Context: an optimization exercise on an open-source flow, tuned for small area, a short achievable clock period and few clock cycles. The choices shown serve that exercise and are no tape-out recipe.
At most, simulation tests tie the RTL to the original design; equivalence was not proved.
Function not checked in run 2: the RTL went through the layout flow alone.
No activity file was given, so power comes from the tool's default toggle rates.

## flow/design.v (module list and top-level ports; edited modules follow where they fit)
// module pfc: 1085 lines
module pfc #(
    parameter PIX_CAP = 128,
    parameter AW      = 7
) (
    input  wire         clk,
    input  wire         rst,
    input  wire         in_valid,
    output wire         in_ready,
    input  wire [143:0] in_cmd,
    output wire         out_valid,
    input  wire         out_ready,
    output wire [143:0] out_rsp
);
  // ...
==> flow/flow/run.sh <==
#!/bin/bash
set -euo pipefail
MARGIN=10.5
sed "s|CLKGATE_MAP_FILE= |CLKGATE_MAP_FILE= SETUP_SLACK_MARGIN=$MARGIN |" standard.sh > standard_margin.sh
bash standard_margin.sh > flow_make.log 2>&1
==> flow/standard.sh <==
#!/bin/bash
# synth_recipe.tcl (not shown) runs the flow's synth.tcl, then flattens the netlist and writes it again
# the make line also repeats each setting of config.mk as NAME=value (left out here)
make -C /OpenROAD-flow-scripts/flow DESIGN_CONFIG=/design/flow/config.mk WORK_HOME=/design/flow/orfs CLKGATE_MAP_FILE= SYNTH_SCRIPT=/design/flow/synth_recipe.tcl "${@:-finish}"
==> flow/config.mk <==
export PLATFORM = sky130hd
export DESIGN_NAME = pfc
export DESIGN_NICKNAME = pfc
export VERILOG_FILES = /design/flow/design.v
export SDC_FILE = /design/flow/constraint.sdc
export NUM_CORES = 4
export LEC_CHECK = 0
export CAP_MARGIN = 20
export CORE_MARGIN = 2
export CORE_UTILIZATION = 40
export SLEW_MARGIN = 20
==> flow/constraint.sdc <==
create_clock -name core_clock -period 16.0 [get_ports {clk}]
set_input_delay 3.2000 -clock core_clock [delete_from_list [all_inputs] [get_ports {clk}]]
set_output_delay 3.2000 -clock core_clock [all_outputs]
set_load 0.01 [all_outputs]
==> qor.txt, run 1 <==
status: timing/DRC/antenna clean
xor/xnor share of the synthesized area: 1.52%
area share of fa/ha/maj cells after synthesis: 10.3%
placed insts: 8490
mux contribution to synthesized area: 9.53%
Worst Setup Slack, final: 10.57 ns
post-synthesis simple-gate area fraction: 7.75%
first-pass GRT wire length: 362 mm
Final nets: 6650
vias in the first global route: 50.8k
pre-CTS setup slack: 9.03 ns
Biggest register: pix
CTS tree: built
worst vdd ir: 0.203 mV
synth warn: 1
Tapcells: 2672
combinational fraction of design power: 43.3%
total power: 17.9 mW
Routed Antenna Nets: 0
Non-CTS buffers: 425
Tightest Pin Transition: 1.15 ns
CTS Buffer Depth: 3
Yosys top cell area share: 58.8%
fmax: 0.184 GHz
crit-path leading delay family: buffers and inverters
post-synthesis cell type count: 81
Testbench counts, summed over its fixed seeds: cycles 13,299.
==> run 2, diff against run 1 <==
--- a/flow/design.v
+++ b/flow/design.v
@@ -91,20 +91,21 @@
     function [31:0] rows_of;
         input [2:0]  f;
         input [30:0] h;
         if (f == F_MONOVLSB)
             rows_of = ({1'b0, h} + 32'd7) >> 3;
         else
             rows_of = {1'b0, h};
     endfunction
-    function [63:0] luma_cs;
+    function [24:0] luma_cs;
         input [15:0] r, g, b;
         reg w1, w2, w3, w4, w5, w6, w7, w8, w9, w10, w11, w12, w13, w14, w15, w16, w17, w18, w19, w20, w21, w22, w23, w24, w25, w26, w27, w28, w29, w30, w31, w32, w33, w34, w35, w36, w37, w38, w39, w40, w41, w42, w43, w44, w45, w46, w47, w48, w49, w50, w51, w52, w53, w54, w55, w56, w57, w58, w59, w60, w61, w62, w63, w64, w65, w66, w67, w68, w69, w70, w71, w72, w73, w74, w75, w76, w77, w78, w79, w80, w81, w82, w83, w84, w85, w86, w87, w88, w89, w90, w91, w92, w93, w94, w95, w96, w97, w98, w99, w100, w101, w102, w103, w104, w105, w106, w107, w108, w109, w110, w111, w112, w113, w114, w115, w116, w117, w118, w119, w120, w121, w122, w123, w124, w125, w126, w127, w128, w129, w130, w131, w132, w133, w134, w135, w136, w137, w138, w139, w140, w141, w142, w143, w144, w145, w146, w147, w148, w149, w150, w151, w152, w153, w154, w155, w156, w157, w158, w159, w160, w161, w162, w163, w164, w165, w166, w167, w168, w169, w170, w171, w172, w173, w174, w175, w176, w177, w178, w179, w180, w181, w182, w183, w184, w185, w186, w187, w188, w189, w190, w191, w192, w193, w194, w195, w196, w197, w198, w199, w200, w201, w202, w203, w204, w205, w206, w207, w208, w209, w210, w211, w212, w213, w214, w215, w216, w217, w218, w219, w220, w221, w222, w223, w224, w225, w226, w227, w228, w229, w230, w231, w232, w233, w234, w235, w236, w237, w238, w239, w240, w241, w242, w243, w244, w245, w246, w247, w248, w249, w250, w251, w252, w253, w254, w255, w256, w257, w258, w259, w260, w261, w262, w263, w264, w265, w266, w267, w268, w269, w270, w271, w272, w273, w274, w275, w276, w277, w278, w279, w280, w281, w282, w283, w284, w285, w286, w287, w288, w289, w290, w291, w292, w293, w294, w295, w296, w297, w298, w299, w300, w301, w302, w303, w304, w305, w306, w307, w308, w309, w310, w311, w312, w313, w314, w315, w316, w317, w318, w319, w320, w321, w322, w323, w324, w325, w326, w327, w328, w329, w330, w331, w332, w333, w334, w335, w336, w337, w338, w339, w340, w341, w342, w343, w344, w345, w346, w347, w348, w349, w350, w351, w352, w353, w354, w355, w356, w357, w358, w359, w360, w361, w362, w363, w364, w365, w366, w367, w368, w369, w370, w371, w372, w373, w374, w375, w376, w377, w378, w379, w380, w381, w382, w383, w384, w385, w386, w387, w388, w389, w390, w391, w392, w393, w394, w395, w396, w397, w398, w399, w400, w401, w402, w403, w404, w405, w406, w407, w408, w409, w410, w411, w412, w413, w414, w415, w416, w417, w418, w419, w420, w421, w422, w423, w424, w425, w426, w427, w428, w429, w430, w431, w432, w433, w434, w435, w436, w437, w438, w439, w440, w441, w442, w443, w444, w445, w446, w447, w448, w449, w450, w451, w452, w453, w454, w455, w456, w457, w458, w459, w460, w461, w462, w463, w464, w465, w466, w467, w468, w469, w470, w471, w472, w473, w474, w475, w476, w477, w478, w479, w480, w481, w482, w483, w484, w485, w486, w487, w488, w489, w490, w491, w492, w493, w494, w495, w496, w497, w498, w499, w500, w501, w502, w503, w504, w505, w506, w507, w508, w509, w510, w511, w512, w513, w514, w515, w516, w517, w518, w519, w520, w521, w522, w523, w524, w525, w526, w527, w528, w529, w530, w531, w532, w533, w534, w535, w536, w537, w538, w539, w540, w541, w542, w543, w544, w545, w546, w547, w548, w549, w550, w551, w552, w553, w554, w555, w556, w557, w558, w559, w560, w561, w562, w563, w564, w565, w566, w567, w568, w569, w570, w571, w572, w573, w574, w575, w576, w577, w578, w579, w580, w581, w582, w583, w584, w585, w586;
         reg [31:0] ra, rb;
+        reg [20:0] lo;
         begin
             w1 = r[1] ^ r[3] ^ ~r[5];
             w2 = (r[1] & r[3]) | (r[1] & ~r[5]) | (r[3] & ~r[5]);
             w3 = ~r[0] ^ r[3];
             w4 = ~r[0] & r[3];
             w5 = ~r[1] ^ r[4] ^ r[7];
             w6 = (~r[1] & r[4]) | (~r[1] & r[7]) | (r[4] & r[7]);
             w7 = ~r[9] ^ ~r[11];
@@ -684,26 +685,28 @@
             w581 = w464 ^ w521 ^ w520;
             w582 = (w464 & w521) | (w464 & w520) | (w521 & w520);
             w583 = w466 ^ w523 ^ w522;
             w584 = (w466 & w523) | (w466 & w522) | (w523 & w522);
             w585 = 1'b1 ^ w524;
             w586 = 1'b1 & w524;
             ra = {w585, w583, w581, w579, w577, w575, w573, w571, w569, w567, w565, w563, w561, w559, w557, w555, w553, w551, w549, w547, w545, w543, w541, w539, w537, w535, w533, w531, w529, w527, ~b[1], ~r[0]};
             rb = {w584, w582, w580, w578, w576, w574, w572, w570, w568, w566, w564, w562, w560, w558, w556, w554, w552, w550, w548, w546, w544, w542, w540, w538, w536, w534, w532, w530, w528, w526, w525, ~b[0]};
-            luma_cs = {ra, rb};
+            lo = {1'b0, ra[19:0]} + {1'b0, rb[19:0]};
+            luma_cs = {ra[31:20], rb[31:20], lo[20]};
         end
     endfunction
     reg         valid_q;
     reg  [2:0]  fmt_q;
     reg         ord_q;
     reg         bo_q;
     reg  [30:0] w_q;
     reg  [30:0] h_q;
-    reg  [AW-1:0] strd_q;              
+    reg  [31:0] stride_q;              
+    reg  [31:0] rows_q;                
     reg  [AW:0] len_q;                 
     reg          p1_v;
     reg          p2_v;
     reg          p2_np;                
     reg  [1:0]   ob_n;                 
     reg          rdy_q;                
     reg          ov_q;                 
     wire adv   = !ob_n[1];             
@@ -730,72 +733,64 @@
             OP_CONV:   i_ill = (i_a[31:5] != 0) || (i_b != 0) || !i_legal_c ||
                                (i_a[3:0] > 4'd5) ||
                                (i_a[4] && (i_a[3:0] != M_RGB15) && (i_a[3:0] != M_RGB16));
             default:   i_ill = 1'b1;
         endcase
     end
     wire [63:0] i_rgba0 = to_rgba(i_c[71:68], i_c[67], i_c[63:0]);
     wire        i_pixrd = (i_op == OP_PIXRD);
-    wire        i_new   = (i_op == OP_NEW);
-    wire [63:0] i_rgba  = i_new ? {i_a, i_b} :
-                          {i_rgba0[63:8], i_pixrd ? i_c[7:0] : i_rgba0[7:0]};
-    wire [11:0] i_xs    = {(i_a[31:11] == 0), i_a[10:0]};
-    wire [11:0] i_ys    = {(i_b[31:11] == 0), i_b[10:0]};
+    wire [63:0] i_rgba  = {i_rgba0[63:8], i_pixrd ? i_c[7:0] : i_rgba0[7:0]};
     wire        i_hinz  = (i_c[63:8] != 0);
     reg         p1_new, p1_set, p1_at, p1_fill, p1_clear, p1_bounds,
                 p1_cmodel, p1_geom, p1_pixrd, p1_conv, p1_ill, p1_hinz;
-    reg  [11:0] p1_a, p1_b;            
+    reg  [31:0] p1_a, p1_b;
     reg  [6:0]  p1_cm;                 
     reg  [63:0] p1_rgba;
     always @(posedge clk) begin
         if (in_ready) begin
-            p1_new    <= i_new;
+            p1_new    <= (i_op == OP_NEW);
             p1_set    <= (i_op == OP_SET);
             p1_at     <= (i_op == OP_AT);
             p1_fill   <= (i_op == OP_FILL);
             p1_clear  <= (i_op == OP_CLEAR);
             p1_bounds <= (i_op == OP_BOUNDS);
             p1_cmodel <= (i_op == OP_CMODEL);
             p1_geom   <= (i_op == OP_GEOM);
             p1_pixrd  <= i_pixrd;
             p1_conv   <= (i_op == OP_CONV);
             p1_ill    <= i_ill;
             p1_hinz   <= i_hinz;
-            p1_a      <= i_xs;
-            p1_b      <= i_ys;
+            p1_a      <= i_a;
+            p1_b      <= i_b;
             p1_cm     <= i_c[71:65];
             p1_rgba   <= i_rgba;
         end
     end
     wire [3:0]  n_fmt = p1_cm[6:3];
     wire        n_ord = p1_cm[2];
     wire [1:0]  n_boc = p1_cm[1:0];
-    wire [31:0] n_w = p1_rgba[63:32];
-    wire [31:0] n_h = p1_rgba[31:0];
-    wire [31:0] new_stride = stride_of(n_fmt[2:0], {20'd0, n_w[10:0]});
-    wire [31:0] new_rows   = rows_of(n_fmt[2:0], {20'd0, n_h[10:0]});
-    wire [AW+1:0] new_stride_c = ((n_w[30:11] != 0) || (new_stride > PIX_CAP)) ? PIX_CAP + 1
-                                                                              : new_stride[AW+1:0];
-    wire [AW+1:0] new_rows_c   = ((n_h[30:11] != 0) || (new_rows > PIX_CAP)) ? PIX_CAP + 1
-                                                                            : new_rows[AW+1:0];
+    wire [31:0] new_stride = stride_of(n_fmt[2:0], p1_a[30:0]);
+    wire [31:0] new_rows   = rows_of(n_fmt[2:0], p1_b[30:0]);
+    wire [AW+1:0] new_stride_c = (new_stride > PIX_CAP) ? PIX_CAP + 1 : new_stride[AW+1:0];
+    wire [AW+1:0] new_rows_c   = (new_rows   > PIX_CAP) ? PIX_CAP + 1 : new_rows[AW+1:0];
     reg  [3:0] native_model;
     always @(*) begin
         case (fmt_q)
             F_MONO, F_MONOVLSB: native_model = M_MONO;
             F_GRAY2:            native_model = M_GRAY2;
             F_GRAY4:            native_model = M_GRAY4;
             F_RGB15:            native_model = M_RGB15;
             default:            native_model = M_RGB16;
         endcase
     end
     wire [15:0] cr = p1_rgba[63:48];
     wire [15:0] cg = p1_rgba[47:32];
     wire [15:0] cb = p1_rgba[31:16];
-    wire [63:0] a_lcs = luma_cs(cr, cg, cb);    
+    wire [24:0] a_lcs = luma_cs(cr, cg, cb);    
     wire [3:0]  tgt_model = p1_conv ? p1_a[3:0] : native_model;
     wire        tgt_ord   = p1_conv ? p1_a[4]   : ord_q;
     reg  [63:0] conv_hi;               
     reg  [1:0]  tgt_gk;                
     always @(*) begin
         conv_hi = 64'd0;
         tgt_gk  = 2'd0;
         case (tgt_model)
@@ -805,20 +800,20 @@
             M_RGB15: conv_hi = tgt_ord ? {49'd0, cb[15:11], cg[15:11], cr[15:11]}
                                        : {49'd0, cr[15:11], cg[15:11], cb[15:11]};
             M_RGB16: conv_hi = tgt_ord ? {48'd0, cb[15:11], cg[15:10], cr[15:11]}
                                        : {48'd0, cr[15:11], cg[15:10], cb[15:11]};
             default: conv_hi = p1_rgba;
         endcase
     end
     wire [15:0] nv = conv_hi[15:0];    
-    wire [10:0] px = p1_a[10:0];
-    wire [10:0] py = p1_b[10:0];
-    wire in_bounds = p1_a[11] && p1_b[11] && (px < w_q[10:0]) && (py < h_q[10:0]);
-    wire [AW-1:0] stride_a = strd_q;
+    wire [31:0] px = p1_a;
+    wire [31:0] py = p1_b;
+    wire in_bounds = !px[31] && !py[31] && (px[30:0] < w_q) && (py[30:0] < h_q);
+    wire [AW-1:0] stride_a = stride_q[AW-1:0];
     reg  [AW-1:0] row, col;
     reg  [2:0]    sh;
     reg  [3:0]    lm;
     always @(*) begin
         case (fmt_q)
             F_MONO: begin
                 row = py[AW-1:0]; col = px[AW+2:3];
                 sh  = px[2:0]; lm = 4'h1;
@@ -876,17 +871,17 @@
         end else if (p1_conv) begin
             a_d     = {p1_a[3:0], p1_a[4], 3'b000, conv_hi};
             a_lconv = 1'b1;
         end else if (p1_new) begin
             if (valid_q)
                 a_st = ST_STATE;
             else if ((n_fmt == {1'b0, F_RGB15} || n_fmt == {1'b0, F_RGB16}) && n_boc[1])
                 a_st = ST_BYTEORDER;
-            else if (n_w[31] || n_h[31])
+            else if (p1_a[31] || p1_b[31])
                 a_st = ST_DIM;
             else begin
                 a_np  = 1'b1;
                 a_all = 1'b1;
                 a_dz  = 1'b1;
                 a_d   = {30'd0, new_rows_c, new_stride_c, 24'd0};
             end
         end else if (!valid_q) begin
@@ -938,17 +933,17 @@
     end
     reg  [2:0]  p2_st;
     reg  [1:0]  p2_kind;
     reg  [71:0] p2_d;
     reg         p2_dz;
     reg  [1:0]  p2_rd;
     reg         p2_all, p2_word, p2_lane, p2_lconv, p2_fsub;
     reg  [1:0]  p2_gk;
-    reg  [63:0] p2_lcs;
+    reg  [24:0] p2_lcs;
     reg  [AW-1:0] p2_addr;
     reg  [2:0]  p2_sh;
     reg  [3:0]  p2_lm;
     reg         p2_rgb, p2_r15, p2_bo;
     wire a_load = a_adv && p1_v;
     wire p1_v_n  = in_ready ? in_valid : p1_v;
     wire p2_v_n  = adv ? a_load : p2_v;
     wire p2_np_n = adv ? (a_load && a_np) : p2_np;
@@ -963,19 +958,20 @@
             p1_v  <= p1_v_n;
             p2_v  <= p2_v_n;
             p2_np <= p2_np_n;
             rdy_q <= (!ob_n_n[1] && !(p2_v_n && p2_np_n)) || !p1_v_n;
             if (a_load && a_np) begin
                 fmt_q    <= n_fmt[2:0];
                 ord_q    <= n_ord;
                 bo_q     <= n_boc[0];
-                w_q      <= n_w[30:0];
-                h_q      <= n_h[30:0];
-                strd_q   <= new_stride[AW-1:0];
+                w_q      <= p1_a[30:0];
+                h_q      <= p1_b[30:0];
+                stride_q <= new_stride;
+                rows_q   <= new_rows;
             end
             if (adv && p2_v && p2_np && !b_cap) begin
                 valid_q <= 1'b1;
                 len_q   <= b_len[AW:0];
             end
         end
     end
     always @(posedge clk) begin
@@ -997,18 +993,18 @@
             p2_lm    <= lm;
             p2_rgb   <= is_rgb;
             p2_r15   <= (fmt_q == F_RGB15);
             p2_bo    <= bo_q;
         end
     end
     wire [2*AW+3:0] b_len = p2_d[AW+25:24] * p2_d[2*AW+27:AW+26];
     wire            b_cap = (b_len > PIX_CAP);
-    wire [31:0] l_s   = p2_lcs[63:32] + p2_lcs[31:0];
-    wire [3:0]  p2_l4 = l_s[31:28];
+    wire [11:0] l_hi  = p2_lcs[24:13] + p2_lcs[12:1] + {11'd0, p2_lcs[0]};
+    wire [3:0]  p2_l4 = l_hi[11:8];
     reg  [7:0] pat;                    
     reg  [3:0] lv;                     
     always @(*) begin
         case (p2_gk)
             2'd1:    begin pat = {8{p2_l4[3]}};   lv = {3'd0, p2_l4[3]};   end
             2'd2:    begin pat = {4{p2_l4[3:2]}}; lv = {2'd0, p2_l4[3:2]}; end
             2'd3:    begin pat = {2{p2_l4}};      lv = p2_l4;              end
             default: begin pat = 8'd0;            lv = 4'd0;               end
@@ -1061,17 +1057,17 @@
             ob_n <= ob_n_n;
             ov_q <= (ob_n_n != 2'd0);
         end
     end
     function [63:0] rarb;
         input [1:0] k;
         case (k)
             2'd1:    rarb = {1'b0, w_q, 1'b0, h_q};
-            2'd2:    rarb = {stride_of(fmt_q, w_q), rows_of(fmt_q, h_q)};
+            2'd2:    rarb = {stride_q, rows_q};
             default: rarb = 64'd0;
         endcase
     endfunction
     wire [1:0] b_kind = p2_np ? 2'd0 : p2_kind;
     always @(posedge clk) begin
         if (push && (ob_n == 2'd0 || (ob_n == 2'd1 && take))) begin
             ob0_st <= b_st; {ob0_ra, ob0_rb} <= rarb(b_kind); ob0_rc <= b_rc;
         end else if (take) begin
==> run 2 against run 1 <==
  * Still clean on timing, DRC and antenna
  * Area after synthesis up 2.9%
  * Total power up 13%
  * Sequential share of layout area up 0.10 points
  * Worst hold slack better by 0.0053 ns
  * Final area up 3.4%
  * Combinational power up 28%
  * Sequential power down 0.9%
  * Flip-flop and latch count up 57
  * Die area up 2.9%
  * Non-clock buffer count up 81
  * Critical path type is now input port to flip-flop
  * Largest cell class unchanged
==> qor.txt, run 2 <==
status: timing/DRC/antenna clean (unchanged)
pin count of the biggest net entering global routing: 123 (was 144)
R2R Path End: len_q[7] (was len_q[4])
kind of critical path: input port to flip-flop (was flip-flop to output port)
GRT overflow: 0 (unchanged)
Leak: 35.0 nW (was 33.0 nW)
Tightest Pin Transition: 1.14 ns (was 1.15 ns)
root buffer cell: clkbuf_16 (unchanged)
H-tree levels: 4 (unchanged)
Rel. slew slack: 23.5% (was 23.4%)
hold crit path type: flip-flop to flip-flop (unchanged)
Inserted Clock Buffers: 174 (was 166)
Max Cap Violations: 0 (unchanged)
# IOs: 294 (unchanged)
number of synthesized flops with an enable pin: 1646 (was 1589)
reg-to-reg slack, setup: 10.54 ns (was 10.69 ns)
antenna violations before repair: 14 (was 23)
PwrDens: 210 nW/µm² (was 192 nW/µm²)
DRC violations left: 0 (unchanged)
Min-Delay Endpoint: bo_q (was ord_q)
Mapped Area: 83600 µm² (was 81200 µm²)
CTS clk-pin slew, worst paths: 0.07 ns (was 0.06 ns)
CP max FO: 63 (was 31)
HPWL after DPL: 170 mm (was 175 mm)
most common library cells after synthesis: edfxtp_1, inv_1, fa_1 (was edfxtp_1, inv_1, nor2_1)
Final Skew: 0.0421 ns (was 0.0646 ns)
Mapped Avg Cell Area: 14.2 µm² (was 14.1 µm²)
Final Max Slew Viols: 0 (unchanged)
final setup violating endpoints: 0 (unchanged)
Crit. End Element: flip-flop (was output port)
max incr delay on CP: 0.53 ns (was 0.70 ns)
DR vias/cell: 5.74 (was 5.83)
Worst Reg-to-Reg Cells: 17 (was 18)
WL/cell: 26.8 µm (was 28.7 µm)
RSZ-0062 raised after global routing: true (was false)
final worst-path cycle share: 34.9% (was 34.0%)
Yosys top cell area share: 59.2% (was 58.8%)
CORE AREA: 207000 µm² (was 202000 µm²)
vias in the first global route: 51.1k (was 50.8k)
share of layout cells above drive strength 1: 13.8% (was 12.6%)
Die H: 461 µm (was 455 µm)
hold path start: p1_cm[0] (was p1_cm[2])
first-pass GRT wire length: 355 mm (was 362 mm)
die area: 213000 µm² (was 207000 µm²)
Final nets: 6890 (was 6650)
post-synthesis cell type count: 96 (was 81)
Async SR Flop Fraction: 0% (unchanged)
Hold Crit Depth: 0 (unchanged)
Startpoint Class: input port (was flip-flop)
Clock Sinks: 1654 (was 1597)
Area Overhead vs Synth: 15.3% (was 14.8%)
Starting Density: 40.3% (was 40.2%)
Seq/Total Area, Yosys: 59.3% (was 59.0%)
Req. time, crit path: 16.44 ns (was 12.80 ns)
CTS Buffer Depth: 3 (unchanged)
Biggest register: pix (unchanged)
fmax: 0.179 GHz (was 0.184 GHz)
Most used DFF post-synth: edfxtp_1 (unchanged)
Initial DRT Pass Iterations: 8 (unchanged)
max FFs per register: 1024 (unchanged)
crit-path cells: clkdlybuf4s50_1 > nand2_1 > nand2_1 > nand2_1 > nand2_8 > buf_8 (was clkdlybuf4s50_1)
Routed Antenna Nets: 0 (unchanged)
drt initial violations: 6216 (was 6314)
Clock Latency Late Sink: 0.83 ns (was 0.85 ns)
reg2reg start: p2_d[36] (was p2_d[33])
CTS tree: built (unchanged)
final core utilization: 46.5% (was 46.2%)
worst vdd ir: 0.796 mV (was 0.203 mV)
synth warn: 1 (unchanged)
vias post-DR: 52.6k (was 51.6k)
Port Buffer Count: 285 (unchanged)
min cycle time layout: 5.58 ns (was 5.43 ns)
total wire length: 245 mm (was 254 mm)
All-Layer GR Usage: 22.8% (was 24.2%)
CP max-delay cell: nand2_8 (was clkdlybuf4s50_1)
Yosys top cell by area: edfxtp_1 (unchanged)
worst path arrival time: 6.02 ns (was 2.23 ns)
final hold vios: 0 (unchanged)
die width: 461 µm (was 455 µm)
Hold Buf Count CTS: 0 (unchanged)
commonest non-fill, non-tap cell in the layout: edfxtp_1 (unchanged)
Cells after Synth: 5881 (was 5749)
Area contributors post-synth: edfxtp_1, fa_1, mux4_2 (unchanged)
Placement Rows: 167 (was 165)
routability cong.: 0.936 (was 0.945)
Final TNS setup: 0 ns (unchanged)
most frequent cell after synthesis: edfxtp_1 (unchanged)
#FFs+latches synth: 1654 (was 1597)
most used cell, CP: nand2_1
commonest non-fill, non-tap cells in the layout: edfxtp_1, inv_1, fa_1, nor2_1, nand2_1 (was edfxtp_1, inv_1, nor2_1, nand2_1, fa_1)
[run 2: worst max path at each step]
stage                     startpoint  slack, ns  cells past startpoint    endpoint
after global placement     out_ready       9.41                      6  ob0_ra[11]
after global routing       out_ready      10.31                      6  ob0_ra[13]
after detailed placement   out_ready       9.39                      6  ob0_ra[16]
final                      out_ready      10.42                      6  ob0_ra[13]
after floorplan                  rst       9.29                      1        bo_q
after CTS                   p2_d[35]      10.50                     19    len_q[1]
[run 2: critical path: cells and delay by family]
| kind | cells | cell delay [ns] |
|---|---|---|
| simple gates | 4 | 1.73 |
| buf+inv | 2 | 0.94 |
[run 2: per-stage QoR]
stage                     area (µm²)  total power, mW  worst slack [ns]  hold WS [ns]  std cells
after floorplan                83600             12.4              9.29         0.400       5888
after global placement         89400             15.5              9.41         0.408       8718
after detailed placement       89400             15.7              9.39         0.433       8719
after CTS                      95700             19.9             10.50         0.448       9117
after global routing           96300             21.6             10.31         0.454       9160
final                          96300             20.2             10.42         0.437       9162
[run 2: logic make-up after synthesis]
group / share of synthesized area (%)
multiplexers: 8.66
AO/OA/AOI/OAI: 8.69
XOR/XNOR: 1.05
AND/OR/NAND/NOR: 7.56
flip-flops: 59.3
buffers and inverters: 4.11
adder cells (fa/ha/maj): 10.6
other: 0.00449
[run 2: what timing repair did]
item                       in CTS  in global routing
gates cloned                    0                  2
setup endpoints to repair     947                273
gates resized for setup        28                 56
buffers inserted               78                 41
pin swaps                       2                 38
[run 2: area by class of cell]
| cell class | instances | area (µm²) |
|---|---|---|
| multi-input cells | 3378 | 31000 |
| diodes | 2 | 5.00 |
| well taps | 2788 | 3490 |
| fillers | 18300 | 111000 |
| clock buffers | 203 | 4490 |
| repair buffers | 506 | 4680 |
| flip-flops and latches | 1654 | 49600 |
| inverters | 514 | 1950 |
| clock inverters | 117 | 1150 |
[run 2: power by group]
| group | leakage, nW | switching, mW | internal, mW |
|---|---|---|---|
| sequential | 15.7 | 0.313 | 5.96 |
| combinational | 16.6 | 6.00 | 3.94 |
| clock | 2.77 | 1.75 | 2.28 |
[run 2: per-layer routing]
| metal | up-vias | GRT usage [%] | part of all wire [%] |
|---|---|---|---|
| met2 | 2470 | 34.0 | 44 |
| li1 | 22700 | - | - |
| met3 | 368 | 3.63 | 8.2 |
| met1 | 27100 | 34.4 | 45 |
| met5 | - | 0 | 0.0086 |
| met4 | 4 | 6.08 | 2.8 |

[port drivers added, routing unchanged]
No port has a modelled driver above. Below, the same layouts with a new extraction and two added sets of constraints.
Step 1: set_driving_cell puts a clkbuf_16 on clk and a buf_2 on each other input, an assumption about the parent block.
Step 2 times the ports against the registers' clock, not the clock port: input delays grow and output delays shrink by t, the midpoint of the rising clock arrivals with the driver on.
Slacks: no drivers / after step 1 / after step 2; pairs: no drivers / after step 1.
| run | shift t [ns] | slack for setup (ns) | hold slack, ns | pins driven straight from the clock port |
|---|---|---|---|---|
| run 1 | 0.908 | 10.566 / 10.472 / 9.664 | 0.432 / 0.432 / 0.432 | 1 |
| run 2 | 0.903 | 10.419 / 10.486 / 9.583 | 0.437 / 0.437 / 0.437 | 1 |
After both steps setup and hold are still met in every run listed. The setup slack of run 1, which loses most, moves by -0.094 ns with the drivers and by -0.902 ns with both steps.
